Background: an optimization exercise with open tools, aiming at small area. Do not read the settings as production practice. Only simulation tests tie the RTL to the original design; equivalence was not proved. No activity file was given, so power comes from the tool's default toggle rates.

--- design/flow/design.v ---
module lwrf_rx_core (
  input  wire         clk,
  input  wire         rst,         
  input  wire [31:0]  now,         
  input  wire         req_valid,
  input  wire [7:0]   req_op,
  input  wire [111:0] req_arg,     
  output reg          rsp_valid,
  output reg  [3:0]   rsp_status,
  output reg  [143:0] rsp_data     
);
  localparam [7:0] OP_RESET          = 8'h01;
  localparam [7:0] OP_RX_EDGE        = 8'h20;
  localparam [7:0] OP_RX_SET_TRANS   = 8'h21;
  localparam [7:0] OP_RX_HAS_MSG     = 8'h22;
  localparam [7:0] OP_RX_GET_MSG     = 8'h23;
  localparam [7:0] OP_RX_TIME_SINCE  = 8'h24;
  localparam [7:0] OP_RX_SET_FILTER  = 8'h25;
  localparam [7:0] OP_RX_SET_THR     = 8'h26;
  localparam [7:0] OP_CODEC_ENCODE   = 8'h30;
  localparam [7:0] OP_CODEC_DECODE   = 8'h31;
  localparam [7:0] OP_PAIR_ADD       = 8'h40;
  localparam [7:0] OP_PAIR_GET       = 8'h41;
  localparam [7:0] OP_PAIR_REMOVE    = 8'h42;
  localparam [7:0] OP_PAIR_CLEAR     = 8'h43;
  localparam [7:0] OP_PAIR_LEARN     = 8'h44;
  localparam [7:0] OP_PAIR_SET_MODE  = 8'h45;
  localparam [7:0] OP_STATS_ENABLE   = 8'h50;
  localparam [7:0] OP_STATS_RESET    = 8'h51;
  localparam [7:0] OP_STATS_RECORD   = 8'h52;
  localparam [7:0] OP_STATS_SNAPSHOT = 8'h53;
  localparam [3:0] ST_OK         = 4'd0;
  localparam [3:0] ST_CLAMPED    = 4'd2;
  localparam [3:0] ST_FULL       = 4'd3;
  localparam [3:0] ST_NO_MESSAGE = 4'd4;
  localparam [3:0] ST_BAD_LENGTH = 4'd5;
  localparam [3:0] ST_INVALID    = 4'd6;
  localparam [3:0] ST_BAD_ARG    = 4'd7;
  localparam [3:0] ST_ILLEGAL_OP = 4'd8;
  localparam [2:0] EV_NONE       = 3'd0;
  localparam [2:0] EV_ABORT      = 3'd1;
  localparam [2:0] EV_BAD_SYMBOL = 3'd2;
  localparam [2:0] EV_CANDIDATE  = 3'd3;
  localparam [2:0] EV_CONFIRMED  = 3'd4;
  localparam [2:0] EV_LEARNED    = 3'd5;
  localparam [2:0] EV_LEARN_FULL = 3'd6;
  localparam [2:0] EV_UNPAIRED   = 3'd7;
  localparam [1:0] RX_IDLE = 2'd0;
  localparam [1:0] RX_MSF  = 2'd1;    
  localparam [1:0] RX_BSF  = 2'd2;    
  localparam [1:0] RX_GB   = 2'd3;    
  localparam [127:0] NIBBLE = {8'h6F, 8'h77, 8'h7B, 8'h7D, 8'h7E, 8'hB7, 8'hBB, 8'hBD,
                               8'hBE, 8'hDB, 8'hDD, 8'hDE, 8'hEB, 8'hED, 8'hEE, 8'hF6};
  localparam [15:0] D_MARK_MIN  = 16'd140;
  localparam [15:0] D_MARK_MAX  = 16'd770;
  localparam [15:0] D_SHORT_MIN = 16'd140;
  localparam [15:0] D_SHORT_MAX = 16'd770;
  localparam [15:0] D_LONG_MIN  = 16'd771;
  localparam [15:0] D_LONG_MAX  = 16'd1750;
  localparam [15:0] D_GAP_MIN   = 16'd5460;
  reg [1:0]   rx_state;
  reg [3:0]   rx_nbytes;
  reg [2:0]   rx_nbits;
  reg [78:0]  rx_sh;          
  reg         rx_translate;
  reg [15:0]  rx_mark_min, rx_mark_max, rx_short_min, rx_short_max;
  reg [15:0]  rx_long_min, rx_long_max, rx_gap_min;
  reg         rx_avail;
  reg [79:0]  rx_msg;         
  reg [79:0]  rf_prev;
  reg [5:0]   rf_count;       
  reg [31:0]  rf_time;
  reg [5:0]   rf_thr1;        
  reg [7:0]   rf_timeout;
  reg [559:0] pr_tbl;
  reg [9:0]   pr_valid;
  reg [44:0]  pr_age;         
  reg         pr_enforce;
  reg         pr_base_only;
  reg         pr_learn;
  reg [31:0]  pr_learn_time;
  reg [7:0]   pr_learn_timeout;
  reg         st_en;
  reg [59:0]  st_avg16;
  reg [47:0]  st_max;
  reg [47:0]  st_min;
  reg [31:0]  r_d;            
  reg         r_snap;         
  reg         r_msg;          
  reg         r_len10;        
  reg         r_len4;         
  reg         r_pg;           
  reg         r_cnt;          
  reg  [3:0]  r_status;
  reg [3:0]   r_idx;
  wire [7:0] a1  = req_arg[111:104];
  wire [7:0] a2  = req_arg[103:96];
  wire [7:0] a3  = req_arg[95:88];
  wire [7:0] a4  = req_arg[87:80];
  wire [7:0] a5  = req_arg[79:72];
  wire [7:0] a6  = req_arg[71:64];
  wire [7:0] a7  = req_arg[63:56];
  wire [7:0] a8  = req_arg[55:48];
  wire [7:0] a9  = req_arg[47:40];
  wire [7:0] a10 = req_arg[39:32];
  wire [7:0] a11 = req_arg[31:24];
  wire [7:0] a12 = req_arg[23:16];
  wire [7:0] a13 = req_arg[15:8];
  wire [7:0] a14 = req_arg[7:0];
  wire op_edge   = (req_op == OP_RX_EDGE);
  wire op_add    = (req_op == OP_PAIR_ADD);
  wire op_remove = (req_op == OP_PAIR_REMOVE);
  wire        e_mark = |a1;
  wire [31:0] e_dur  = {a2, a3, a4, a5};
  wire        e_hi   = |e_dur[31:16];
  wire [15:0] e_lo   = e_dur[15:0];
  wire c_mark  = !e_hi && e_lo >= rx_mark_min && e_lo <= rx_mark_max;
  wire c_short = !e_hi && e_lo >= rx_short_min && e_lo <= rx_short_max;
  wire c_long  = !e_hi && e_lo >= rx_long_min && e_lo <= rx_long_max;
  wire c_gap   = e_hi || e_lo >= rx_gap_min;
  wire cl_mark  = e_mark && c_mark;
  wire cl_short = !e_mark && c_short;
  wire cl_long  = !e_mark && !c_short && c_long;
  wire cl_gap   = !e_mark && !c_short && !c_long && c_gap;
  wire cl_inv   = !cl_mark && !cl_short && !cl_long && !cl_gap;
  wire e_bit    = cl_mark;
  wire e_is_bit = cl_mark || cl_long;
  wire        frame_done = e_is_bit && (rx_state == RX_GB) &&
                           (rx_nbits == 3'd7) && (rx_nbytes == 4'd9);
  wire [79:0] fr_bits = {rx_sh, e_bit};       
  reg [79:0] fr_raw;
  reg [79:0] fr_msg;
  reg [9:0]  fr_ok;
  reg [3:0]  sym;
  reg        ok;
  integer    fi, fv;
  always @* begin
    for (fi = 0; fi < 10; fi = fi + 1) begin
      fr_raw[fi*8 +: 8] = fr_bits[79 - fi*8 -: 8];
      sym = 4'd0;
      ok  = 1'b0;
      for (fv = 0; fv < 16; fv = fv + 1) begin
        if (fr_raw[fi*8 +: 8] == NIBBLE[fv*8 +: 8]) begin
          sym = fv[3:0];
          ok  = 1'b1;
        end
      end
      fr_ok[fi] = ok;
      fr_msg[fi*8 +: 8] = rx_translate ? {4'd0, sym} : fr_raw[fi*8 +: 8];
    end
  end
  wire fr_valid = !rx_translate || (&fr_ok);
  reg [7:0] dec_val;
  reg       dec_ok;
  integer   dv;
  always @* begin
    dec_val = 8'hFF;
    dec_ok  = 1'b0;
    for (dv = 0; dv < 16; dv = dv + 1) begin
      if (a1 == NIBBLE[dv*8 +: 8]) begin
        dec_val = dv[7:0];
        dec_ok  = 1'b1;
      end
    end
  end
  wire        key_from_host = op_add || op_remove;
  wire [55:0] msg_key  = {fr_msg[31:24], fr_msg[79:72], fr_msg[71:64], fr_msg[63:56],
                          fr_msg[55:48], fr_msg[47:40], fr_msg[39:32]};
  wire [55:0] host_key = {a7, a6, a5, a4, a3, a2, a1};
  wire [55:0] key = key_from_host ? host_key : msg_key;
  reg [9:0] pr_match;
  integer   mi;
  always @* begin
    for (mi = 0; mi < 10; mi = mi + 1)
      pr_match[mi] = pr_valid[mi] && (pr_tbl[mi*56 +: 40] == key[39:0]) &&
                     (pr_base_only || (pr_tbl[mi*56 + 40 +: 16] == key[55:40]));
  end
  wire pr_any_match = |pr_match;
  wire pr_full      = &pr_valid;
  reg [9:0] pr_free;
  reg       seen;
  integer   ff;
  always @* begin
    seen = 1'b0;
    for (ff = 0; ff < 10; ff = ff + 1) begin
      pr_free[ff] = !pr_valid[ff] && !seen;
      seen = seen || !pr_valid[ff];
    end
  end
  function [3:0] pop10(input [9:0] v);
    integer k;
    begin
      pop10 = 4'd0;
      for (k = 0; k < 10; k = k + 1) pop10 = pop10 + {3'd0, v[k]};
    end
  endfunction
  wire [3:0] pr_count = pop10(pr_valid);
  function integer age_idx(input integer lo, input integer hi);
    age_idx = lo * 10 - (lo * (lo + 1)) / 2 + (hi - lo - 1);
  endfunction
  reg [9:0] bef;
  reg [3:0] rank [0:9];
  integer   rs, rt;
  always @* begin
    for (rs = 0; rs < 10; rs = rs + 1) begin
      for (rt = 0; rt < 10; rt = rt + 1) begin
        if (rt < rs)      bef[rt] = pr_valid[rt] &&  pr_age[age_idx(rt, rs)];
        else if (rt > rs) bef[rt] = pr_valid[rt] && !pr_age[age_idx(rs, rt)];
        else              bef[rt] = 1'b0;
      end
      rank[rs] = pop10(bef);
    end
  end
  reg [1:0]   n_rx_state;
  reg [3:0]   n_rx_nbytes;
  reg [2:0]   n_rx_nbits;
  reg         sh_en;
  reg         n_rx_translate;
  reg         band_wr, band_def;
  reg         n_rx_avail;
  reg         msg_wr;
  reg         prev_wr;
  reg [5:0]   n_rf_count;
  reg         time_wr;
  reg         filt_wr;
  reg [5:0]   n_rf_thr1;
  reg [7:0]   n_rf_timeout;
  reg [9:0]   n_pr_valid;
  reg         n_pr_enforce, n_pr_base_only, n_pr_learn;
  reg         learn_wr;
  reg         n_st_en;
  reg         st_clr;
  reg [3:0]   n_status;
  reg [31:0]  n_d;
  reg         n_snap, n_msg, n_len10, n_len4, n_pg, n_cnt;
  reg [2:0]   ev;
  reg         st_do;
  reg [1:0]   st_c;
  reg [15:0]  st_w;
  reg         ins_do, ins_learn;
  reg         cand_same;
  reg         learn_hit;
  wire [31:0] since_rf    = now - rf_time;
  wire [31:0] since_learn = now - pr_learn_time;
  wire        rf_in_time    = since_rf    <= 32'd100 * {24'd0, rf_timeout};
  wire        learn_in_time = since_learn <= 32'd100 * {24'd0, pr_learn_timeout};
  wire [5:0]  rf_count_inc  = (rf_count == 6'd63) ? 6'd63 : rf_count + 6'd1;
  always @* begin
    n_rx_state = rx_state;  n_rx_nbytes = rx_nbytes;  n_rx_nbits = rx_nbits;
    sh_en = 1'b0;
    n_rx_translate = rx_translate;
    band_wr = 1'b0; band_def = 1'b0;
    n_rx_avail = rx_avail;  msg_wr = 1'b0;
    prev_wr = 1'b0;  n_rf_count = rf_count;  time_wr = 1'b0;
    filt_wr = 1'b0;  n_rf_thr1 = rf_thr1;    n_rf_timeout = rf_timeout;
    n_pr_valid = pr_valid;
    n_pr_enforce = pr_enforce; n_pr_base_only = pr_base_only; n_pr_learn = pr_learn;
    learn_wr = 1'b0;
    n_st_en = st_en;  st_clr = 1'b0;
    n_status = ST_OK;
    n_d = 32'd0;
    n_snap = 1'b0; n_msg = 1'b0; n_len10 = 1'b0; n_len4 = 1'b0; n_pg = 1'b0; n_cnt = 1'b0;
    ev = EV_NONE;
    st_do = 1'b0; st_c = 2'd0; st_w = 16'd0;
    ins_do = 1'b0; ins_learn = 1'b0;
    cand_same = 1'b0; learn_hit = 1'b0;
    case (req_op)
      OP_RX_EDGE: begin
        if (st_en && rx_state != RX_IDLE && !cl_gap && !cl_inv) begin
          st_do = 1'b1;
          st_c  = cl_mark ? 2'd0 : cl_short ? 2'd1 : 2'd2;
          st_w  = e_hi ? 16'hFFFF : e_lo;
        end
        if (cl_inv) begin
          if (rx_state != RX_IDLE) ev = EV_ABORT;
          n_rx_state = RX_IDLE;
        end else if (cl_gap) begin
          if (rx_state == RX_BSF || rx_state == RX_GB) ev = EV_ABORT;
          n_rx_state = RX_MSF;
        end else if (e_is_bit) begin
          case (rx_state)
            RX_IDLE: ;
            RX_MSF: begin
              if (e_bit) begin
                n_rx_nbytes = 4'd0;
                n_rx_state  = RX_BSF;
              end else begin
                n_rx_state = RX_IDLE;
                ev = EV_ABORT;
              end
            end
            RX_BSF: begin
              if (e_bit) begin
                n_rx_nbits = 3'd0;
                n_rx_state = RX_GB;
              end else begin
                n_rx_state = RX_IDLE;
                ev = EV_ABORT;
              end
            end
            default: begin  
              sh_en = 1'b1;
              n_rx_nbits = rx_nbits + 3'd1;
              if (rx_nbits == 3'd7) begin
                n_rx_nbytes = rx_nbytes + 4'd1;
                if (rx_nbytes != 4'd9) begin
                  n_rx_state = RX_BSF;
                end else begin
                  n_rx_state = RX_IDLE;
                  if (!fr_valid) begin
                    ev = EV_BAD_SYMBOL;
                  end else begin
                    time_wr = 1'b1;
                    cand_same = (rf_count != 6'd0) && (fr_msg == rf_prev) && rf_in_time;
                    if (cand_same) begin
                      n_rf_count = rf_count_inc;
                    end else begin
                      prev_wr    = 1'b1;
                      n_rf_count = 6'd1;
                    end
                    if (n_rf_count == rf_thr1) begin
                      if (pr_learn) begin
                        n_pr_learn = 1'b0;
                        learn_hit = learn_in_time;
                      end
                      if (learn_hit) begin
                        ins_do    = 1'b1;
                        ins_learn = 1'b1;
                        ev = (pr_any_match || !pr_full) ? EV_LEARNED : EV_LEARN_FULL;
                      end else if (pr_enforce && !pr_any_match) begin
                        ev = EV_UNPAIRED;
                      end else begin
                        msg_wr     = 1'b1;
                        n_rx_avail = 1'b1;
                        ev = EV_CONFIRMED;
                      end
                    end else begin
                      ev = EV_CANDIDATE;
                    end
                  end
                end
              end
            end
          endcase
        end
        n_d[31:24] = {5'd0, ev};
      end
      OP_RX_SET_TRANS: n_rx_translate = |a1;
      OP_RX_HAS_MSG: n_d[31:24] = {7'd0, rx_avail};
      OP_RX_GET_MSG: begin
        if (a1 != 8'd2 && a1 != 8'd4 && a1 != 8'd10) begin
          n_status = ST_BAD_LENGTH;
        end else if (!rx_avail) begin
          n_status = ST_NO_MESSAGE;
        end else begin
          n_msg   = 1'b1;
          n_len10 = a1[3];
          n_len4  = a1[2];
          n_rx_avail = 1'b0;
        end
      end
      OP_RX_TIME_SINCE: n_d = since_rf;
      OP_RX_SET_FILTER: begin
        filt_wr = 1'b1;
        if (a1 <= 8'd40) n_rf_thr1 = a1[5:0] + 6'd1;
        else begin
          n_rf_thr1 = 6'd3;
          n_status = ST_CLAMPED;
        end
        if (a2 >= 8'd1) n_rf_timeout = a2;
        else begin
          n_rf_timeout = 8'd20;
          n_status = ST_CLAMPED;
        end
      end
      OP_RX_SET_THR: begin
        band_wr = 1'b1;
        if ({a1, a2} <= {a3, a4} && {a5, a6} <= {a7, a8} && {a7, a8} < {a9, a10} &&
            {a9, a10} <= {a11, a12} && {a11, a12} < {a13, a14}) begin
          band_def = 1'b0;
        end else begin
          band_def = 1'b1;
          n_status = ST_CLAMPED;
        end
      end
      OP_CODEC_ENCODE: n_d[31:24] = NIBBLE[a1[3:0]*8 +: 8];
      OP_CODEC_DECODE: begin
        n_d[31:24] = dec_val;
        if (!dec_ok) n_status = ST_INVALID;
      end
      OP_PAIR_ADD: begin
        ins_do = 1'b1;
        n_cnt  = 1'b1;
        if (!pr_any_match && pr_full) n_status = ST_FULL;
      end
      OP_PAIR_GET: begin
        n_cnt = 1'b1;
        if (a1 < {4'd0, pr_count}) begin
          n_pg = 1'b1;
        end else begin
          n_status = ST_BAD_ARG;
        end
      end
      OP_PAIR_REMOVE: begin
        n_pr_valid = pr_valid & ~pr_match;
        n_cnt = 1'b1;
      end
      OP_PAIR_CLEAR: n_pr_valid = 10'd0;
      OP_PAIR_LEARN: begin
        if (a1 == 8'd0) begin
          n_pr_learn = 1'b0;
        end else begin
          n_pr_learn = 1'b1;
          learn_wr = 1'b1;
        end
      end
      OP_PAIR_SET_MODE: begin
        n_pr_enforce   = |a1;
        n_pr_base_only = |a2;
      end
      OP_STATS_ENABLE: n_st_en = |a1;
      OP_STATS_RESET: st_clr = 1'b1;
      OP_STATS_RECORD: begin
        if (a1 > 8'd2) begin
          n_status = ST_BAD_ARG;
        end else if (st_en) begin
          st_do = 1'b1;
          st_c  = a1[1:0];
          st_w  = {a2, a3};
        end
      end
      OP_STATS_SNAPSHOT: n_snap = 1'b1;
      default: n_status = ST_ILLEGAL_OP;
    endcase
  end
  wire        ins_en    = ins_do && !pr_any_match && !pr_full;
  wire [55:0] ins_entry = {(ins_learn && pr_base_only) ? 16'd0 : key[55:40], key[39:0]};
  reg  [19:0] avg_old;
  reg  [15:0] max_old, min_old;
  always @* begin
    case (st_c)
      2'd0:    begin avg_old = st_avg16[19:0];  max_old = st_max[15:0];  min_old = st_min[15:0];  end
      2'd1:    begin avg_old = st_avg16[39:20]; max_old = st_max[31:16]; min_old = st_min[31:16]; end
      default: begin avg_old = st_avg16[59:40]; max_old = st_max[47:32]; min_old = st_min[47:32]; end
    endcase
  end
  wire [19:0] avg_new = avg_old - {4'd0, avg_old[19:4]} + {4'd0, st_w};
  wire        max_up  = st_w > max_old;
  wire        min_up  = st_w < min_old;
  wire do_reset = rst || (req_valid && req_op == OP_RESET);
  wire take     = req_valid && !do_reset;
  integer s, t, k;
  always @(posedge clk) begin
    if (take) begin
      if (sh_en) rx_sh <= {rx_sh[77:0], e_bit};
      rx_nbytes <= n_rx_nbytes;
      rx_nbits  <= n_rx_nbits;
      if (msg_wr)  rx_msg  <= fr_msg;
      if (prev_wr) rf_prev <= fr_msg;
      if (learn_wr) begin
        pr_learn_time    <= now;
        pr_learn_timeout <= a1;
      end
      for (s = 0; s < 10; s = s + 1)
        if (ins_en && pr_free[s]) pr_tbl[s*56 +: 56] <= ins_entry;
      k = 0;
      for (s = 0; s < 10; s = s + 1)
        for (t = s + 1; t < 10; t = t + 1) begin
          if (ins_en && pr_free[t]) pr_age[k] <= 1'b1;
          else if (ins_en && pr_free[s]) pr_age[k] <= 1'b0;
          k = k + 1;
        end
    end
    if (do_reset) begin
      rx_state <= RX_IDLE;
      rx_translate <= 1'b1;
      rx_mark_min <= D_MARK_MIN;   rx_mark_max <= D_MARK_MAX;
      rx_short_min <= D_SHORT_MIN; rx_short_max <= D_SHORT_MAX;
      rx_long_min <= D_LONG_MIN;   rx_long_max <= D_LONG_MAX;
      rx_gap_min <= D_GAP_MIN;
      rx_avail <= 1'b0;
      rf_count <= 6'd0;   rf_time <= 32'd0;
      rf_thr1 <= 6'd3;    rf_timeout <= 8'd20;
      pr_valid <= 10'd0;
      pr_enforce <= 1'b0; pr_base_only <= 1'b0; pr_learn <= 1'b0;
      st_en <= 1'b0;      st_avg16 <= 60'd0;  st_max <= 48'd0;
      st_min <= {3{16'hFFFF}};
      rsp_valid  <= !rst;    
      r_status   <= ST_OK;
      r_d        <= 32'd0;
      r_snap <= 1'b0; r_msg <= 1'b0; r_len10 <= 1'b0; r_len4 <= 1'b0; r_pg <= 1'b0; r_cnt <= 1'b0;
    end else begin
      rsp_valid <= req_valid;
      if (req_valid) begin
        rx_state <= n_rx_state;
        rx_translate <= n_rx_translate;
        if (band_wr) begin
          if (band_def) begin
            rx_mark_min <= D_MARK_MIN;   rx_mark_max <= D_MARK_MAX;
            rx_short_min <= D_SHORT_MIN; rx_short_max <= D_SHORT_MAX;
            rx_long_min <= D_LONG_MIN;   rx_long_max <= D_LONG_MAX;
            rx_gap_min <= D_GAP_MIN;
          end else begin
            rx_mark_min  <= {a1, a2};   rx_mark_max  <= {a3, a4};
            rx_short_min <= {a5, a6};   rx_short_max <= {a7, a8};
            rx_long_min  <= {a9, a10};  rx_long_max  <= {a11, a12};
            rx_gap_min   <= {a13, a14};
          end
        end
        rx_avail <= n_rx_avail;
        rf_count <= n_rf_count;
        if (time_wr) rf_time <= now;
        if (filt_wr) begin
          rf_thr1 <= n_rf_thr1;
          rf_timeout <= n_rf_timeout;
        end
        pr_valid <= ins_en ? (pr_valid | pr_free) : n_pr_valid;
        pr_enforce <= n_pr_enforce; pr_base_only <= n_pr_base_only; pr_learn <= n_pr_learn;
        st_en <= n_st_en;
        if (st_clr) begin
          st_avg16 <= 60'd0;
          st_max   <= 48'd0;
          st_min   <= {3{16'hFFFF}};
        end else if (st_do) begin
          st_avg16[st_c*20 +: 20] <= avg_new;
          if (max_up) st_max[st_c*16 +: 16] <= st_w;
          if (min_up) st_min[st_c*16 +: 16] <= st_w;
        end
        r_status <= n_status;
        r_d      <= n_d;
        r_snap <= n_snap; r_msg <= n_msg; r_len10 <= n_len10; r_len4 <= n_len4; r_pg <= n_pg; r_cnt <= n_cnt;
        r_idx  <= a1[3:0];
      end
    end
  end
  reg  [55:0] pg_entry;
  reg  [7:0]  m [0:9];
  integer     os, oc, ob;
  always @* begin
    pg_entry = 56'd0;
    for (os = 0; os < 10; os = os + 1)
      if (pr_valid[os] && rank[os] == r_idx) pg_entry = pg_entry | pr_tbl[os*56 +: 56];
    for (ob = 0; ob < 10; ob = ob + 1) m[ob] = rx_msg[ob*8 +: 8];
    rsp_status = r_status;
    rsp_data = {r_d, 112'd0};
    if (r_cnt) rsp_data[143:136] = {4'd0, pr_count};
    if (r_pg) begin
      for (ob = 0; ob < 7; ob = ob + 1)
        rsp_data[135 - 8*ob -: 8] = pg_entry[ob*8 +: 8];
    end
    if (r_snap) begin
      for (oc = 0; oc < 3; oc = oc + 1) begin
        rsp_data[143 - 48*oc -: 16] = st_avg16[oc*20 + 4 +: 16];
        rsp_data[127 - 48*oc -: 16] = st_max[oc*16 +: 16];
        rsp_data[111 - 48*oc -: 16] = st_min[oc*16 +: 16];
      end
    end
    if (r_msg) begin
      if (r_len10) begin
        for (ob = 0; ob < 10; ob = ob + 1)
          rsp_data[143 - 8*ob -: 8] = m[ob];
      end else if (r_len4) begin
        rsp_data[143:112] = {m[0], m[1][3:0], m[2][3:0], m[9], m[3]};
      end else begin
        rsp_data[143:128] = {m[0], m[1][3:0], m[2][3:0]};
      end
    end
  end
endmodule
--- design/flow/run.sh ---
#!/bin/bash
# synth_recipe.tcl (not shown) runs the flow's synth.tcl, then flattens the netlist and writes it again
# the make line also repeats each setting of config.mk as NAME=value (left out here)
make -C /OpenROAD-flow-scripts/flow DESIGN_CONFIG=/design/flow/config.mk WORK_HOME=/design/flow/orfs CLKGATE_MAP_FILE= SYNTH_SCRIPT=/design/flow/synth_recipe.tcl finish
--- design/flow/config.mk ---
export PLATFORM = sky130hd
export DESIGN_NAME = lwrf_rx_core
export DESIGN_NICKNAME = lwrf_rx_core
export VERILOG_FILES = /design/flow/design.v
export SDC_FILE = /design/flow/constraint.sdc
export NUM_CORES = 4
export LEC_CHECK = 0
export ABC_AREA = 1
export CAP_MARGIN = 20
export CELL_PAD_IN_SITES_DETAIL_PLACEMENT = 0
export CELL_PAD_IN_SITES_GLOBAL_PLACEMENT = 1
export CORE_MARGIN = 2
export CORE_UTILIZATION = 60
export PLACE_DENSITY = 0.7
export SLEW_MARGIN = 20
--- design/flow/constraint.sdc ---
create_clock -name core_clock -period 20.0 [get_ports {clk}]
set_input_delay 4.0000 -clock core_clock [delete_from_list [all_inputs] [get_ports {clk}]]
set_output_delay 4.0000 -clock core_clock [all_outputs]
set_load 0.01 [all_outputs]
==> results of run 1 <==
==> cells in the final DEF (no fill, tap or decap), types with 27 or more instances in the layout <==
cell	n
nand2_1	2432
inv_1	1403
edfxtp_1	895
a21oi_1	757
nor2_1	743
o21ai_0	594
ha_1	438
nand3_1	432
dfxtp_1	379
clkdlybuf4s50_1	303
xor2_1	286
nand4_1	183
buf_4	165
clkbuf_16	149
nor3_1	127
xnor2_1	119
o211ai_1	100
o22ai_1	86
fa_1	79
o221ai_1	78
or2_2	64
a221oi_1	62
a31oi_1	61
inv_2	43
clkinv_1	42
o21ai_2	38
a211oi_1	35
nor4_1	33
o2111ai_1	31
o21ai_1	29
nand3b_1	28
clkinv_2	27
==> cell families after synthesis <==
logic type | synth area share [%]
AOI/OAI and AO/OA | 14.7
xor gates and xnor gates | 4.32
adders and majority gates | 8.60
buffers and inverters | 8.78
DFF | 42.0
muxes | 0.0122
and+or+nand+nor | 21.5
==> cell type report <==
cell class,instances,area share (%)
Clock buffer,182,4.26
Multi-Input combinational cell,7139,44.1
Tap cell,1781,2.42
Antenna cell,8,0.0217
Inverter,1466,5.99
Clock inverter,89,1.08
Timing Repair Buffer,472,4.70
Sequential cell,1276,37.4
==> path summary, 6_finish.rpt <==
path	endpoint	slack (ps)	cells after the start
setup / recovery	rsp_data[135]	6410	14
hold / removal	rf_time[12]	460	2
setup reg to reg	st_avg16[56]	10580	56
hold reg to reg	rf_time[12]	460	2
==> flip-flops by register name, indices dropped and copies added (netlist names), 16 cells and up <==
signal         flops
pr_age            45
pr_learn_time     32
pr_tbl           560
r_d               32
rf_prev           80
rf_time           32
rx_gap_min        16
rx_long_max       16
rx_long_min       16
rx_mark_max       16
rx_mark_min       16
rx_msg            80
rx_sh             79
rx_short_max      16
rx_short_min      16
st_avg16          60
st_max            48
st_min            48
==> worst reg2reg max path, delay by kind of cell, from the launching register on <==
kind / cells / cell delay (ps)
simple gates: 25 / 2630
fa+ha+maj: 4 / 1360
buf+inv: 10 / 2380
compound gates: 17 / 2540
flops: 1 / 340
==> routing by layer <==
layer	GRT usage [%]	wire (µm)	vias up
li1	-	-	35100
met5	0	89	-
met3	14.8	46700	1128
met1	57.5	117000	36600
met4	25.6	21500	16
met2	65.4	134000	5553
==> power groups by stage <==
| stage | clock network (mW) | registers (mW) | logic (mW) |
|---|---|---|---|
| 6_report | 2.81 | 2.81 | 0.367 |
| 5_1_grt | 2.90 | 2.81 | 0.392 |
| 2_1_floorplan | 0 | 2.86 | 0.184 |
| 3_3_place_gp | 0 | 2.86 | 0.346 |
| 3_5_place_dp | 0 | 2.86 | 0.354 |
| 4_1_cts | 2.80 | 2.81 | 0.356 |
==> per-stage QoR <==
step                total power [mW]  worst slack [ps]  area, µm²  hold WS [ps]  instances
floorplan                       3.04              6300      82100           424      10300
global placement                3.21              6290      87300           443      12100
detailed placement              3.22              6090      87300           451      12100
CTS                             5.97              6900      92200           460      12400
global route                    6.10              5560      92200           475      12400
finish                          5.99              6410      92300           455      12400
==> results.txt, run 1 <==
Switch share: 24.3%
Yosys reg bits: 1276
Post-synth top area share: 32.7%
Post-synthesis async set-or-reset flop share: 0%
Hold_sp: rf_time[12]
# nets final: 11200
GPL Wtd Cong: 1.08
Reg2reg start: rx_short_min[1]
Final cycle utilization of the critical path: 68.0%
Largest cells by area after synthesis: edfxtp_1, nand2_1, dfxtp_1
Fin. Hold Viols: 0
Drt drc: 0
Initial Utilization: 60.5%
MaxCap Viol Count: 0
Cell repeated most along the worst path: fa_1
Die Span X: 374 µm
Crit path launch: pr_valid[6]
Relative slew slack: 17.0%
Util after Layout: 68.0%
Dpl hpwl: 236 mm
Antenna violations before repair: 16
Worst Path Required: 16000 ps
Sequential share of the synthesized area: 42.0%
Filler instances: 11200
Starting DRT DRC Count: 12200
Pwr Density: 64.9 nW/µm²
Area Growth Syn to Fin: 12.4%
Hold WC Path Type: flop to flop
Top-count cell post-synth: nand2_1
CP bufs+invs: 3
Port bufs: 303
Drt wl/cell: 25.7 µm
Layout cells sized above 1: 6.17%
Clock share of power: 47.0%
Die Ht: 374 µm
CP cell instances: clkinv_1 -> or2_2 -> fa_1 -> fa_1 -> fa_1 -> fa_1 -> xnor2_1 -> xor2_1 -> or4_2 -> buf_4 -> o211ai_1 -> a21boi_0 -> o21ai_0 -> clkdlybuf4s50_1
Combinational power share: 6.1%
Crit end category: primary output
RSZ-0062 raised after global routing: false
Critical path's largest stage delay: 1180 ps
# setup viols final: 0
Total track usage: 44.6%
CP delay by family, top: compound AO/OA/AOI/OAI gates
Least-Margin Pin Slew: 1250 ps
Clock latency (worst-skew pair): 830 ps
H-tree depth: 4
Pint: 4.53 mW
Post-synth EDFFs: 895
Setup TNS: 0 ps
DR vias/cell: 6.31
Dominant synthesized flop cell: edfxtp_1
CTS sink count: 1276
Die footprint: 140000 µm²
Synth area leader: edfxtp_1
Netlist Area Pre-Place: 82100 µm²
Rows: 135
Pre-Repair DR Iteration Count: 10
Core Region: 136000 µm²
Syn Nets: 11000
Routed WL: 320 mm
Synthesized instance count: 10300
IO Pins: 304
Post-Syn Area per Cell: 7.98 µm²
Post-CTS resize count: 0
Postcts setup bufs: 0
CP Launch Type: flop
Register area: 34500 µm²
NetSw: 1.46 mW
Slowest cell on the critical path: or4_2
CP Class: flop to primary output
Leakage dissipation: 39.1 nW
Crit path DAT: 9590 ps
Vias in the first global route: 73600
Yosys warns: 3
Final setup skew: 52.2 ps
Most frequent cells after synthesis: nand2_1, inv_1, edfxtp_1, nor2_1, a21oi_1
CTS tree: built
Routed via count: 78400
Final Slew Violations: 0
Maximum vdd drop: 83.7 µV
Largest net degree at the start of global routing: 139
Post-cts hold buffer count: 0
Critical path peak fanout: 34
Post-route ant nets: 0
CTS Buf Count: 147
Fmax: 73.6 MHz
Synth unique cells: 79
Clock transition at path regs: 60 ps
Sequential fraction of design power: 46.9%
Clock Path Buffers: 3
Root Buffer: clkbuf_16
Post-route minimum period: 13590 ps
First-pass GRT wire length: 468 mm
GRT overflow: 0
Multi-input logic area: 40700 µm²
Status: finished clean
==> run 2: changes to the inputs <==
==> design/flow/config.mk (replaced) <==
export PLATFORM = sky130hd
export DESIGN_NAME = lwrf_rx_core
export DESIGN_NICKNAME = lwrf_rx_core
export VERILOG_FILES = /design/flow/design.v
export SDC_FILE = /design/flow/constraint.sdc
export NUM_CORES = 4
export LEC_CHECK = 0
export CAP_MARGIN = 20
export CELL_PAD_IN_SITES_DETAIL_PLACEMENT = 1
export CELL_PAD_IN_SITES_GLOBAL_PLACEMENT = 2
export CORE_MARGIN = 2
export CORE_UTILIZATION = 20
export PLACE_DENSITY = 0.3
export SLEW_MARGIN = 20
==> run 2 against run 1 <==
Compared with the run above:
- still clean
- non-clock buffer count increased by 203
- via count increased by 1.2%
- cell count increased by 21%
- power increased by 11%
- final area increased by 9.1%
- global-route usage decreased by 16 points
- worst hold slack got worse by 5.1 ps
- critical endpoint is now pr_tbl[212]
- highest routed layer unchanged
==> results.txt, run 2 <==
Status: finished clean
IO Pins: 304
Main combinational cell family by area after synthesis: compound AO/OA/AOI/OAI gates
WHS: 450 ps
Total track usage: 28.2%
Drt drc: 0
RSZ-0062 raised after global routing: false
Clock latency (worst-skew pair): 980 ps
Post-Place Worst Slack: 5200 ps
Maximum vdd drop: 67.0 µV
Core Region: 414000 µm²
Crit end category: flop
Yosys warns: 3
CP Class: input pin to flop
Fmax: 74.1 MHz
CTS tree: built
Largest registers: pr_tbl: 560 flops, rf_prev: 80 flops, rx_msg: 80 flops
Slowest cell on the critical path: or4_1
Post-Synth XOR/XNOR Area: 7.08%
Final Slew Violations: 0
DR vias/cell: 5.29
Post-cts hold buffer count: 0
Crit path DAT: 14070 ps
Top-count cell post-synth: edfxtp_1
Simple-gate share of the synthesized area: 17.6%
Dpl hpwl: 476 mm
Total power: 6.67 mW
Pwr Density: 66.3 nW/µm²
MaxCap Viol Count: 0
Vias in the first global route: 79100
# nets final: 9980
Critical path's largest stage delay: 790 ps
Routed via count: 79300
Rows: 236
Most frequent cells after synthesis: edfxtp_1, nand2_1, inv_1, nor2_1, a21oi_1
Port bufs: 303
Final setup skew: 113 ps
Dominant synthesized flop cell: edfxtp_1
CP delay by family, top: simple AND/OR/NAND/NOR gates
Root Buffer: clkbuf_16
CTS Buf Count: 188
CTS sink count: 1276
CP bufs+invs: 6
Area Growth Syn to Fin: 20.9%
Initial Utilization: 20.1%
Drt wl/cell: 41.0 µm
Sequential share of the synthesized area: 41.4%
Worst Path Required: 20590 ps
Relative slew slack: 10.7%
Post-CTS resize count: 0
Least-Margin Pin Slew: 1340 ps
Filler instances: 47400
CP Launch Type: input pin
Critical path peak fanout: 30
Die Span X: 649 µm
Leakage dissipation: 36.0 nW
Post-Syn Area per Cell: 9.26 µm²
Postcts setup bufs: 0
Hold WC Path Type: flop to flop
Commonest cells after routing, fill and taps aside: edfxtp_1, nand2_1, inv_1
Fin. Hold Viols: 0
Die Ht: 649 µm
Max reg flops: 560
Post-synth EDFFs: 895
Routed WL: 615 mm
Complex-gate fraction of the synthesized area: 19.5%
Largest cells by area after synthesis: edfxtp_1, dfxtp_1, ha_1
Clock transition at path regs: 60 ps
Post-route minimum period: 13490 ps
Final Worst Setup Slack: 6510 ps
Yosys reg bits: 1276
Antenna violations before repair: 85
Clock Path Buffers: 4
Top reg by flops: pr_tbl
GPL Wtd Cong: 0.959
Netlist Area Pre-Place: 83300 µm²
Synthesized instance count: 8990
Syn Nets: 9662
H-tree depth: 4
Setup TNS: 0 ps
Synth area leader: edfxtp_1
Post-synthesis mux area share: 0.618%
Starting DRT DRC Count: 7886
Final cycle utilization of the critical path: 67.4%
Post-synth top area share: 32.3%
# setup viols final: 0
Area share of fa/ha/maj cells after synthesis: 8.48%
Die footprint: 422000 µm²
Most common cell after layout, fill and taps aside: edfxtp_1
First-pass GRT wire length: 803 mm
Largest net degree at the start of global routing: 116
Post-synthesis async set-or-reset flop share: 0%
Pre-Repair DR Iteration Count: 6
Layout cells sized above 1: 8.79%
Post-route ant nets: 0
GRT overflow: 0
Synth unique cells: 99
==> run 2: layout make-up <==
cell class,instances,area (µm²),share of cell area (%)
diodes,41,103,0.102
multi-input cells,6547,44900,44.6
clock inverters,90,882,0.876
inverters,620,2330,2.31
flip-flops and latches,1276,34500,34.3
well taps,5474,6850,6.80
repair buffers,675,5930,5.89
clock buffers,257,5160,5.12
==> run 2: cells by family (layout without fill, tap and decap cells) <==
| logic type | count (synthesis) | after routing |
|---|---|---|
| and+or+nand+nor | 2917 | 2917 |
| adders and majority gates | 517 | 517 |
| muxes | 50 | 50 |
| AOI/OAI and AO/OA | 2390 | 2390 |
| DFF | 1276 | 1276 |
| xor gates and xnor gates | 673 | 673 |
| buffers and inverters | 1167 | 1642 |
| other | 0 | 41 |
==> run 2: where the power goes <==
group	switching, mW	internal, mW
registers	0.00527	2.80
logic	0.281	0.127
clock network	1.48	1.98
==> run 2: path summary, 6_finish.rpt <==
check / from / to / slack [ps] / cells past startpoint
worst max-delay path: now[0] / pr_tbl[212] / 6510 / 30
worst min-delay path: rf_time[11] / rf_time[11] / 450 / 2
worst max register to register: rx_translate / pr_tbl[212] / 9520 / 21
worst min register to register: rf_time[11] / rf_time[11] / 450 / 2
==> run 2: routing by layer <==
layer | vias up | part of all wire, % | GRT usage (%)
li1 | 33900 | - | -
met1 | 41900 | 46 | 39.3
met2 | 2761 | 45 | 44.9
met3 | 656 | 5.1 | 3.47
met4 | 16 | 3.8 | 9.48
met5 | - | 0.017 | 0
==> run 2: per-stage QoR <==
step / utilization (%) / area [µm²] / instances
detailed placement: 22.8 / 94500 / 14600
global route: 24.3 / 101000 / 14900
CTS: 24.3 / 101000 / 14900
global placement: 22.8 / 94400 / 14600
floorplan: - / 83300 / 8990
finish: 24.3 / 101000 / 15000
==> run 2: tightest hold or removal path: cells and delay by family (launching register included) <==
family	cells	cell delay, ps
AOI/OAI and AO/OA	1	50
DFF	1	310
and+or+nand+nor	1	50
==> run 3: changes to the inputs <==
--- a/design/flow/design.v
+++ b/design/flow/design.v
@@ -64,2 +64,4 @@
   reg [78:0]  rx_sh;          
+  reg [35:0]  rx_sym;         
+  reg         rx_sym_ok;      
   reg         rx_translate;
@@ -130,33 +132,12 @@
   wire [79:0] fr_bits = {rx_sh, e_bit};       
-  reg [79:0] fr_raw;
-  reg [79:0] fr_msg;
-  reg [9:0]  fr_ok;
-  reg [3:0]  sym;
-  reg        ok;
-  integer    fi, fv;
+  wire [7:0] dec_in = op_edge ? {rx_sh[6:0], e_bit} : a1;
+  reg  [3:0] dec_sym;
+  reg        dec_ok;
+  integer    dv;
   always @* begin
-    for (fi = 0; fi < 10; fi = fi + 1) begin
-      fr_raw[fi*8 +: 8] = fr_bits[79 - fi*8 -: 8];
-      sym = 4'd0;
-      ok  = 1'b0;
-      for (fv = 0; fv < 16; fv = fv + 1) begin
-        if (fr_raw[fi*8 +: 8] == NIBBLE[fv*8 +: 8]) begin
-          sym = fv[3:0];
-          ok  = 1'b1;
-        end
-      end
-      fr_ok[fi] = ok;
-      fr_msg[fi*8 +: 8] = rx_translate ? {4'd0, sym} : fr_raw[fi*8 +: 8];
-    end
-  end
-  wire fr_valid = !rx_translate || (&fr_ok);
-  reg [7:0] dec_val;
-  reg       dec_ok;
-  integer   dv;
-  always @* begin
-    dec_val = 8'hFF;
+    dec_sym = 4'd0;
     dec_ok  = 1'b0;
     for (dv = 0; dv < 16; dv = dv + 1) begin
-      if (a1 == NIBBLE[dv*8 +: 8]) begin
-        dec_val = dv[7:0];
+      if (dec_in == NIBBLE[dv*8 +: 8]) begin
+        dec_sym = dv[3:0];
         dec_ok  = 1'b1;
@@ -165,2 +146,11 @@
   end
+  wire [7:0] dec_val = dec_ok ? {4'd0, dec_sym} : 8'hFF;
+  wire [79:0] fr_dec = {rx_sym, dec_sym};     
+  reg  [79:0] fr_msg;
+  integer     fi;
+  always @* begin
+    for (fi = 0; fi < 10; fi = fi + 1)
+      fr_msg[fi*8 +: 8] = rx_translate ? {4'd0, fr_dec[39 - fi*4 -: 4]} : fr_bits[79 - fi*8 -: 8];
+  end
+  wire fr_valid = !rx_translate || (rx_sym_ok && dec_ok);
   wire        key_from_host = op_add || op_remove;
@@ -216,3 +206,3 @@
   reg [2:0]   n_rx_nbits;
-  reg         sh_en;
+  reg         sh_en, sym_en, sym_init;
   reg         n_rx_translate;
@@ -250,2 +240,3 @@
     sh_en = 1'b0;
+    sym_en = 1'b0; sym_init = 1'b0;
     n_rx_translate = rx_translate;
@@ -285,2 +276,3 @@
                 n_rx_nbytes = 4'd0;
+                sym_init    = 1'b1;
                 n_rx_state  = RX_BSF;
@@ -304,2 +296,3 @@
               if (rx_nbits == 3'd7) begin
+                sym_en      = 1'b1;
                 n_rx_nbytes = rx_nbytes + 4'd1;
@@ -347,2 +340,3 @@
       end
+      OP_RESET: ;   
       OP_RX_SET_TRANS: n_rx_translate = |a1;
@@ -455,2 +449,5 @@
       if (sh_en) rx_sh <= {rx_sh[77:0], e_bit};
+      if (sym_en) rx_sym <= {rx_sym[31:0], dec_sym};
+      if (sym_init) rx_sym_ok <= 1'b1;
+      else if (sym_en) rx_sym_ok <= rx_sym_ok && dec_ok;
       rx_nbytes <= n_rx_nbytes;
@@ -487,8 +484,3 @@
       st_min <= {3{16'hFFFF}};
-      rsp_valid  <= !rst;    
-      r_status   <= ST_OK;
-      r_d        <= 32'd0;
-      r_snap <= 1'b0; r_msg <= 1'b0; r_len10 <= 1'b0; r_len4 <= 1'b0; r_pg <= 1'b0; r_cnt <= 1'b0;
     end else begin
-      rsp_valid <= req_valid;
       if (req_valid) begin
@@ -528,8 +520,9 @@
         end
-        r_status <= n_status;
-        r_d      <= n_d;
-        r_snap <= n_snap; r_msg <= n_msg; r_len10 <= n_len10; r_len4 <= n_len4; r_pg <= n_pg; r_cnt <= n_cnt;
-        r_idx  <= a1[3:0];
       end
     end
+    rsp_valid <= req_valid && !rst;
+    r_status <= n_status;
+    r_d      <= n_d;
+    r_snap <= n_snap; r_msg <= n_msg; r_len10 <= n_len10; r_len4 <= n_len4; r_pg <= n_pg; r_cnt <= n_cnt;
+    r_idx  <= a1[3:0];
   end
@@ -537,2 +530,3 @@
   reg  [7:0]  m [0:9];
+  reg  [143:0] o_snap, o_msg, o_pg;
   integer     os, oc, ob;
@@ -541,28 +535,22 @@
     for (os = 0; os < 10; os = os + 1)
-      if (pr_valid[os] && rank[os] == r_idx) pg_entry = pg_entry | pr_tbl[os*56 +: 56];
+      pg_entry = pg_entry | ({56{pr_valid[os] && rank[os] == r_idx}} & pr_tbl[os*56 +: 56]);
     for (ob = 0; ob < 10; ob = ob + 1) m[ob] = rx_msg[ob*8 +: 8];
-    rsp_status = r_status;
-    rsp_data = {r_d, 112'd0};
-    if (r_cnt) rsp_data[143:136] = {4'd0, pr_count};
-    if (r_pg) begin
-      for (ob = 0; ob < 7; ob = ob + 1)
-        rsp_data[135 - 8*ob -: 8] = pg_entry[ob*8 +: 8];
-    end
-    if (r_snap) begin
-      for (oc = 0; oc < 3; oc = oc + 1) begin
-        rsp_data[143 - 48*oc -: 16] = st_avg16[oc*20 + 4 +: 16];
-        rsp_data[127 - 48*oc -: 16] = st_max[oc*16 +: 16];
-        rsp_data[111 - 48*oc -: 16] = st_min[oc*16 +: 16];
-      end
-    end
-    if (r_msg) begin
-      if (r_len10) begin
-        for (ob = 0; ob < 10; ob = ob + 1)
-          rsp_data[143 - 8*ob -: 8] = m[ob];
-      end else if (r_len4) begin
-        rsp_data[143:112] = {m[0], m[1][3:0], m[2][3:0], m[9], m[3]};
-      end else begin
-        rsp_data[143:128] = {m[0], m[1][3:0], m[2][3:0]};
-      end
+    for (oc = 0; oc < 3; oc = oc + 1) begin
+      o_snap[143 - 48*oc -: 16] = st_avg16[oc*20 + 4 +: 16];
+      o_snap[127 - 48*oc -: 16] = st_max[oc*16 +: 16];
+      o_snap[111 - 48*oc -: 16] = st_min[oc*16 +: 16];
     end
+    o_msg = 144'd0;
+    o_msg[143:136] = m[0];
+    o_msg[135:128] = r_len10 ? m[1] : {m[1][3:0], m[2][3:0]};
+    o_msg[127:120] = r_len10 ? m[2] : r_len4 ? m[9] : 8'd0;
+    o_msg[119:112] = (r_len10 || r_len4) ? m[3] : 8'd0;
+    for (ob = 4; ob < 10; ob = ob + 1)
+      o_msg[143 - 8*ob -: 8] = r_len10 ? m[ob] : 8'd0;
+    o_pg = 144'd0;
+    for (ob = 0; ob < 7; ob = ob + 1)
+      o_pg[135 - 8*ob -: 8] = pg_entry[ob*8 +: 8];
+    rsp_status = r_status;
+    rsp_data = {r_d, 112'd0} | {(r_cnt ? {4'd0, pr_count} : 8'd0), 136'd0} |
+               ({144{r_snap}} & o_snap) | ({144{r_msg}} & o_msg) | ({144{r_pg}} & o_pg);
   end
==> design/flow/flow/run.sh (new file) <==
#!/bin/bash
# Own layout flow: the standard flow (standard.sh) with three changes:
#  - synthesis maps logic with an area-oriented ABC script (flow/synth.tcl,
#    flow/area.abc) and without full-adder extraction (ADDER_MAP_FILE empty);
#  - clock tree synthesis uses small clock buffers and no dummy loads;
#  - every input and output port still gets its buffer, a buf_1.
# Each tool's output is in orfs/logs/; make's own output is in flow_make.log.
set -euo pipefail
W=$(pwd)
export FLOW_ABC_SCRIPT=$W/flow/area.abc
bash standard.sh \
  SYNTH_SCRIPT=$W/flow/synth.tcl \
  ADDER_MAP_FILE= \
  "BUFFER_PORTS_ARGS=-inputs -outputs -buffer_cell sky130_fd_sc_hd__buf_1" \
  "CTS_ARGS=-sink_clustering_enable -repair_clock_nets -dont_use_dummy_load -buf_list sky130_fd_sc_hd__clkbuf_8 -sink_clustering_size 14 -sink_clustering_max_diameter 50" \
  finish > "$W/flow_make.log" 2>&1
==> design/flow/flow/area.abc (new file) <==
strash
dc2
&get -n
&syn2
&dch -f
&nf -R 1000
&put
mfs2
strash
dch -f
&get -n
&nf -R 1000
&put
mfs2
strash
dch -f
&get -n
&nf -R 1000
&put
==> design/flow/flow/synth.tcl (new file) <==
# The standard synthesis script (synth_recipe.tcl) with two changes: the final
# technology mapping uses flow/area.abc, an area-oriented ABC script, instead
# of the flow's own ABC script; and Yosys's plain carry lookahead stands in
# for the Kogge-Stone one. Registers are mapped before ABC runs and ABC does
# not touch them.
proc synth {args} { yosys synth -nofsm -noshare {*}$args }
proc abc {args} {
  foreach opt {-script -D -constr} {
    set i [lsearch -exact $args $opt]
    if {$i >= 0} { set args [lreplace $args $i [expr {$i + 1}]] }
  }
  yosys abc -script $::env(FLOW_ABC_SCRIPT) {*}$args
}
set ::env(SYNTH_OPERATIONS_ARGS) "-nofsm"
source $::env(SCRIPTS_DIR)/synth.tcl
# left out here: clear keep_hierarchy, flatten, clean up, hide names made inside functions, write 1_2_yosys.v
==> design/flow/standard.sh (new file) <==
#!/bin/bash
# synth_recipe.tcl (not shown) runs the flow's synth.tcl, then flattens the netlist and writes it again
# the make line also repeats each setting of config.mk as NAME=value (left out here)
make -C /OpenROAD-flow-scripts/flow DESIGN_CONFIG=/design/flow/config.mk WORK_HOME=/design/flow/orfs CLKGATE_MAP_FILE= SYNTH_SCRIPT=/design/flow/synth_recipe.tcl "${@:-finish}"
--- a/design/flow/config.mk
+++ b/design/flow/config.mk
@@ -11,4 +11,4 @@
 export CORE_MARGIN = 2
-export CORE_UTILIZATION = 20
-export PLACE_DENSITY = 0.3
+export CORE_UTILIZATION = 40
+export PLACE_DENSITY = 0.55
 export SLEW_MARGIN = 20
removed: design/flow/run.sh
==> run 3 against run 2 <==
Compared with the run above:
- count of clock-buffer cells in the layout is 95 lower
- clock skew decreased by 9.1 ps
- still clean on timing, DRC and antenna
- highest routed layer unchanged
- core utilization rose by 21 points
==> results.txt, run 3 <==
GPL Wtd Cong: 1.07
Switch share: 24.3%
Most frequent cells after synthesis: edfxtp_1, nand2_1, nor2_1, a21oi_1, o21ai_0
Least-Margin Pin Slew: 1260 ps
Post-cts hold buffer count: 0
Leakage dissipation: 24.0 nW
IO Pins: 304
MaxCap Viol Count: 0
Hold_sp: rx_sh[48]
Post-route ant nets: 0
Largest registers: pr_tbl: 560 flops, rf_prev: 80 flops, rx_msg: 80 flops
Post-Synth XOR/XNOR Area: 5.30%
Area Growth Syn to Fin: 13.0%
CTS sink count: 1313
Most common cell after layout, fill and taps aside: edfxtp_1
Routed WL: 343 mm
Clock share of power: 35.5%
Maximum vdd drop: 73.0 µV
Post-synth top area share: 42.4%
# nets final: 7299
Top reg by flops: pr_tbl
WHS Endpoint: rx_sh[49]
Post-Syn Area per Cell: 10.2 µm²
Syn Nets: 6611
Total track usage: 39.7%
Complex-gate fraction of the synthesized area: 20.6%
Post-synth EDFFs: 928
Synth unique cells: 68
Post-synthesis mux area share: 1.20%
Die Span X: 409 µm
Postcts setup bufs: 0
Clock Path Buffers: 3
Relative slew slack: 16.2%
Vias in the first global route: 60100
Largest net degree at the start of global routing: 157
CTS Buf Count: 162
Port bufs: 303
Top-count cell post-synth: edfxtp_1
Post-CTS resize count: 0
Core Region: 163000 µm²
CTS tree: built
Rows: 148
Pint: 3.66 mW
Sequential share of the synthesized area: 54.1%
Combinational power share: 4.8%
Total power: 4.83 mW
Final cycle utilization of the critical path: 93.5%
Final setup skew: 104 ps
Simple-gate share of the synthesized area: 16.2%
Worst R2R Path Depth: 64
Die footprint: 168000 µm²
Setup TNS: 0 ps
Synthesized instance count: 6456
Fin. Hold Viols: 0
Clock latency (worst-skew pair): 960 ps
Sequential fraction of design power: 59.8%
Root Buffer: clkbuf_8
NetSw: 1.17 mW
Crit path DAT: 19310 ps
Post-synthesis async set-or-reset flop share: 0%
Critical path peak fanout: 15
Worst Path Required: 20600 ps
Clock transition at path regs: 80 ps
R2R Path End: pr_tbl[435]
Pre-Repair DR Iteration Count: 9
CP Launch Type: input pin
Slowest cell on the critical path: or4_1
Reg2reg start: rf_time[0]
Commonest cells after routing, fill and taps aside: edfxtp_1, nand2_1, nor2_1
Routed via count: 63100
Worst hold path depth: 0
Critical path's largest stage delay: 630 ps
H-tree depth: 4
Antenna violations before repair: 38
Layout cells sized above 1: 6.82%
WHS: 392 ps
Die Ht: 409 µm
Starting DRT DRC Count: 9384
Drt wl/cell: 36.8 µm
Main combinational cell family by area after synthesis: compound AO/OA/AOI/OAI gates
DR vias/cell: 6.76
Hold WC Path Type: flop to flop
Largest cells by area after synthesis: edfxtp_1, dfxtp_1, nand2_1
Status: finished clean
Post-route minimum period: 18710 ps
RSZ-0062 raised after global routing: false
Crit end category: flop
Initial Utilization: 40.3%
Synth area leader: edfxtp_1
Final Slew Violations: 0
Area share of fa/ha/maj cells after synthesis: 1.08%
Pwr Density: 65.1 nW/µm²
CP Class: input pin to flop
Netlist Area Pre-Place: 65700 µm²
R2r setup slk: 4250 ps
Non-Filler Instances: 9334
Dominant synthesized flop cell: edfxtp_1
Yosys warns: 3
Fmax: 53.4 MHz
Drt drc: 0
Max reg flops: 560
Dpl hpwl: 252 mm
First-pass GRT wire length: 472 mm
Yosys reg bits: 1313
Cell repeated most along the worst path: maj3_1
# setup viols final: 0
Placed cell count: 9151
GRT overflow: 0
## run 3: changes by cell type in the layout (fill, tap and decap cells not counted), sizes merged, moves of 79 or more
cell | previous run | this run
clkdlybuf4s50 | 293 | 0
ha | 438 | 0
xor2 | 270 | 93
buf | 382 | 520
nor3 | 199 | 62
fa | 79 | 0
clkbuf | 257 | 166
xnor2 | 403 | 289
a222oi | 36 | 118
clkinv | 72 | 263
nand3 | 321 | 174
a21oi | 562 | 439
o22ai | 66 | 244
inv | 622 | 2
## run 3: through the flow
step	setup slack, ps	instance area [µm²]	util (%)
after detailed placement	514	71900	44.1
after floorplan	865	65700	-
final	1290	74200	45.6
after CTS	1470	74100	45.5
after global routing	383	74200	45.5
after global placement	688	71900	44.1
## run 3: cell type report
cell class | instances | area [µm²]
multi-input combinational | 4878 | 29700
tap | 2175 | 2720
timing repair buffer | 524 | 2930
fill | 18300 | 88700
sequential | 1313 | 35600
clock buffer | 162 | 2230
antenna | 17 | 42.5
inverter | 265 | 995
## run 3: how the worst max path moves through the flow
stage	slack (ps)	cells after the start	from	endpoint
final	1290	65	now[0]	pr_tbl[435]
after CTS	1470	65	now[0]	pr_tbl[435]
after floorplan	860	51	now[0]	rf_prev[0]
after global routing	380	65	now[0]	pr_tbl[435]
after global placement	690	65	now[0]	pr_tbl[441]
after detailed placement	510	65	now[0]	pr_tbl[436]
## run 3: power by group through the flow
stage	sequential, mW	combinational (mW)	clock (mW)
finish	2.89	0.230	1.71
global route	2.89	0.241	1.82
CTS	2.89	0.226	1.73
detailed placement	2.95	0.225	0
global placement	2.95	0.222	0
floorplan	2.95	0.0953	0
## run 3: critical path, delay by kind of cell
kind,cells,cell delay (ps)
buf+inv,4,850
xor+xnor,1,160
simple gates,23,5210
compound gates,25,4140
fa+ha+maj,12,4870
## run 3: cell families (layout without fill, tap and decap cells)
group                    Yosys count  in the layout
other                              0             17
AND/OR/NAND/NOR                 2331           2331
multiplexers                      77             77
AO/OA/AOI/OAI                   2011           2011
flip-flops                      1313           1313
XOR/XNOR                         388            388
buffers and inverters            265            951
adder cells (fa/ha/maj)           71             71
## run 3: per-layer routing
| metal | track usage (%) | routed length (µm) | vias up |
|---|---|---|---|
| met5 | 0 | 65 | - |
| met4 | 15.3 | 15400 | 12 |
| met3 | 11.9 | 42000 | 707 |
| met2 | 57.8 | 144000 | 4053 |
| met1 | 55.2 | 142000 | 32100 |
| li1 | - | - | 26200 |
==> run 4: changes to the inputs <==
--- a/design/flow/flow/run.sh
+++ b/design/flow/flow/run.sh
@@ -14,3 +14,3 @@
   "BUFFER_PORTS_ARGS=-inputs -outputs -buffer_cell sky130_fd_sc_hd__buf_1" \
-  "CTS_ARGS=-sink_clustering_enable -repair_clock_nets -dont_use_dummy_load -buf_list sky130_fd_sc_hd__clkbuf_8 -sink_clustering_size 14 -sink_clustering_max_diameter 50" \
+  "CTS_ARGS=-sink_clustering_enable -repair_clock_nets -dont_use_dummy_load -buf_list sky130_fd_sc_hd__clkbuf_4 -sink_clustering_size 8 -sink_clustering_max_diameter 40" \
   finish > "$W/flow_make.log" 2>&1
--- a/design/flow/config.mk
+++ b/design/flow/config.mk
@@ -7,3 +7,3 @@
 export LEC_CHECK = 0
-export CAP_MARGIN = 20
+export CAP_MARGIN = 0
 export CELL_PAD_IN_SITES_DETAIL_PLACEMENT = 1
@@ -13,2 +13,2 @@
 export PLACE_DENSITY = 0.55
-export SLEW_MARGIN = 20
+export SLEW_MARGIN = 0
==> run 4 against run 3 <==
Compared with the run above:
- power fell by 3.9%
- sequential share of layout area rose by 0.33 points
- first-iteration DRC count rose by 1.4%
- routed wire length fell by 0.28%
- non-clock buffer count fell by 3
- fmax rose by 2.0%
- die area did not move
- largest power group unchanged
- highest routed layer unchanged
==> results.txt, run 4 <==
Status: finished clean
CP Class: input pin to flop
Max reg flops: 560
Vias in the first global route: 60400
# setup viols final: 0
Relative slew slack: 3.96%
Register area: 35600 µm²
Crit end category: flop
Fin. Hold Viols: 0
Critical path peak fanout: 15
Largest net degree at the start of global routing: 157
Dominant synthesized flop cell: edfxtp_1
Die Ht: 409 µm
Setup TNS: 0 ps
Top-count cell post-synth: edfxtp_1
Worst Path Required: 20950 ps
Die Span X: 409 µm
Yosys reg bits: 1313
CTS tree: built
Routed WL: 342 mm
Total power: 4.64 mW
Yosys warns: 3
Simple-gate share of the synthesized area: 16.2%
Multi-input logic area: 29700 µm²
Commonest cells after routing, fill and taps aside: edfxtp_1, nand2_1, nor2_1
# nets final: 7371
Rows: 148
MaxCap Viol Count: 0
CTS sink count: 1313
Syn Nets: 6611
Post-Syn Area per Cell: 10.2 µm²
Post-synth EDFFs: 928
Hold WC Path Type: flop to flop
Critical path's largest stage delay: 630 ps
Leakage dissipation: 23.9 nW
Synth unique cells: 68
Largest registers: pr_tbl: 560 flops, rf_prev: 80 flops, rx_msg: 80 flops
CP Launch Type: input pin
Largest cells by area after synthesis: edfxtp_1, dfxtp_1, nand2_1
Pre-Repair DR Iteration Count: 13
Antenna violations before repair: 28
Initial Utilization: 40.3%
IO Pins: 304
Total track usage: 39.6%
Layout cells sized above 1: 7.73%
Post-Synth XOR/XNOR Area: 5.30%
Top reg by flops: pr_tbl
CTS Buf Count: 237
Root Buffer: clkbuf_4
Non-Filler Instances: 9404
Post-synth top area share: 42.4%
Placed cell count: 9151
Synth area leader: edfxtp_1
Drt wl/cell: 36.4 µm
Routed via count: 63100
Final setup skew: 176 ps
Post-cts hold buffer count: 0
Crit path DAT: 19300 ps
First-pass GRT wire length: 471 mm
Starting DRT DRC Count: 9519
Cell repeated most along the worst path: maj3_1
GPL Wtd Cong: 1.07
Clock transition at path regs: 90 ps
Post-synthesis async set-or-reset flop share: 0%
Pwr Density: 62.9 nW/µm²
Filler instances: 18500
Final cycle utilization of the critical path: 91.7%
DR vias/cell: 6.70
Port bufs: 303
GRT overflow: 0
RSZ-0062 raised after global routing: false
Sequential share of the synthesized area: 54.1%
H-tree depth: 4
Least-Margin Pin Slew: 1440 ps
Util after Layout: 45.3%
Most frequent cells after synthesis: edfxtp_1, nand2_1, nor2_1, a21oi_1, o21ai_0
Complex-gate fraction of the synthesized area: 20.6%
Area Growth Syn to Fin: 12.2%
Drt drc: 0
Post-route ant nets: 0
Postcts setup bufs: 0
Dpl hpwl: 252 mm
Clock Path Buffers: 3
Synthesized instance count: 6456
Fmax: 54.5 MHz
Post-route minimum period: 18340 ps
Die footprint: 168000 µm²
Post-CTS resize count: 0
Top routing layer in use: met5
Design area: 73700 µm²
Most common cell after layout, fill and taps aside: edfxtp_1
DR WL met2: 143 mm
Netlist Area Pre-Place: 65700 µm²
Area share of fa/ha/maj cells after synthesis: 1.08%
Slowest cell on the critical path: or4_1
Post-synthesis mux area share: 1.20%
Clock latency (worst-skew pair): 1400 ps
Main combinational cell family by area after synthesis: compound AO/OA/AOI/OAI gates
Area post-placement: 71900 µm²
Maximum vdd drop: 70.5 µV
Met1 wire length: 139 mm
Core Region: 163000 µm²
Met3 wire len: 43.5 mm
Final Slew Violations: 0
## run 4: worst paths after layout
check / depth (start not counted) / end / slack, ps / startpoint
worst max-delay path: 65 / pr_tbl[435] / 1660 / now[0]
worst min-delay path: 0 / rx_sh[20] / 360 / rx_sh[19]
worst max register to register: 64 / pr_tbl[435] / 4260 / rf_time[0]
worst min register to register: 0 / rx_sh[20] / 360 / rx_sh[19]
## run 4: area by class of cell
class                           count  area share, %
Sequential cell                  1313           48.3
Multi-Input combinational cell   4878           40.3
Timing Repair Buffer              521           3.92
Tap cell                         2175           3.69
Clock buffer                      237           2.41
Inverter                          265           1.35
Antenna cell                       15         0.0509
## run 4: power by group
group          leakage [nW]  internal [mW]  total, mW  switching, mW
logic                  11.1         0.0608      0.229          0.168
clock network          1.09          0.534       1.53          0.992
registers              11.7           2.88       2.89        0.00633
## run 4: worst max-delay path: cells and delay by family
kind | cells | cell delay [ps]
buffers and inverters | 4 | 830
AND/OR/NAND/NOR | 23 | 5190
XOR/XNOR | 1 | 160
AO/OA/AOI/OAI | 25 | 4190
adder cells (fa/ha/maj) | 12 | 4890
## run 4: kinds of logic after synthesis
| group | count (synthesis) |
|---|---|
| adders and majority gates | 71 |
| xor gates and xnor gates | 388 |
| muxes | 77 |
| buffers and inverters | 265 |
| and+or+nand+nor | 2331 |
| AOI/OAI and AO/OA | 2011 |
| DFF | 1313 |
## run 4: routing by layer
| layer | track usage, % | vias up |
|---|---|---|
| li1 | - | 26400 |
| met5 | 2.10 | - |
| met1 | 54.5 | 31700 |
| met3 | 12.4 | 742 |
| met4 | 16.3 | 12 |
| met2 | 57.4 | 4163 |
## run 4: metrics by stage
stage	worst slack, ps	hold slack, ps
CTS	1870	353
finish	1660	361
detailed placement	489	424
global placement	688	421
floorplan	865	418
global route	767	359

==> port drivers added, routing unchanged <==
No port has a modelled driver above. Below, the same layouts with a new extraction and two added sets of constraints.
Step 1, drivers: a clkbuf_16 drives clk and a buf_2 each remaining input, both assumed.
Step 2 times the ports against the registers' clock, not the clock port: input delays grow and output delays shrink by t, the midpoint of the rising clock arrivals with the driver on.
Slacks: ideal ports / drivers / drivers and shift; pairs: ideal ports / drivers.
run	t (ns)	setup WS [ns]	worst data-port slew with drivers (ns)	cell pins on the clock port's net
run 1	0.893	6.409 / 6.317 / 5.788	0.07	1
run 2	1.043	6.513 / 6.416 / 5.562	0.12	1
run 3	1.006	1.291 / 1.363 / 0.357	0.15	1
run 4	1.392	1.656 / 1.715 / 0.323	0.14	1
After both steps setup and hold are still met in every run listed. The setup slack of run 4, which loses most, moves by +0.059 ns with the drivers and by -1.333 ns with both steps.
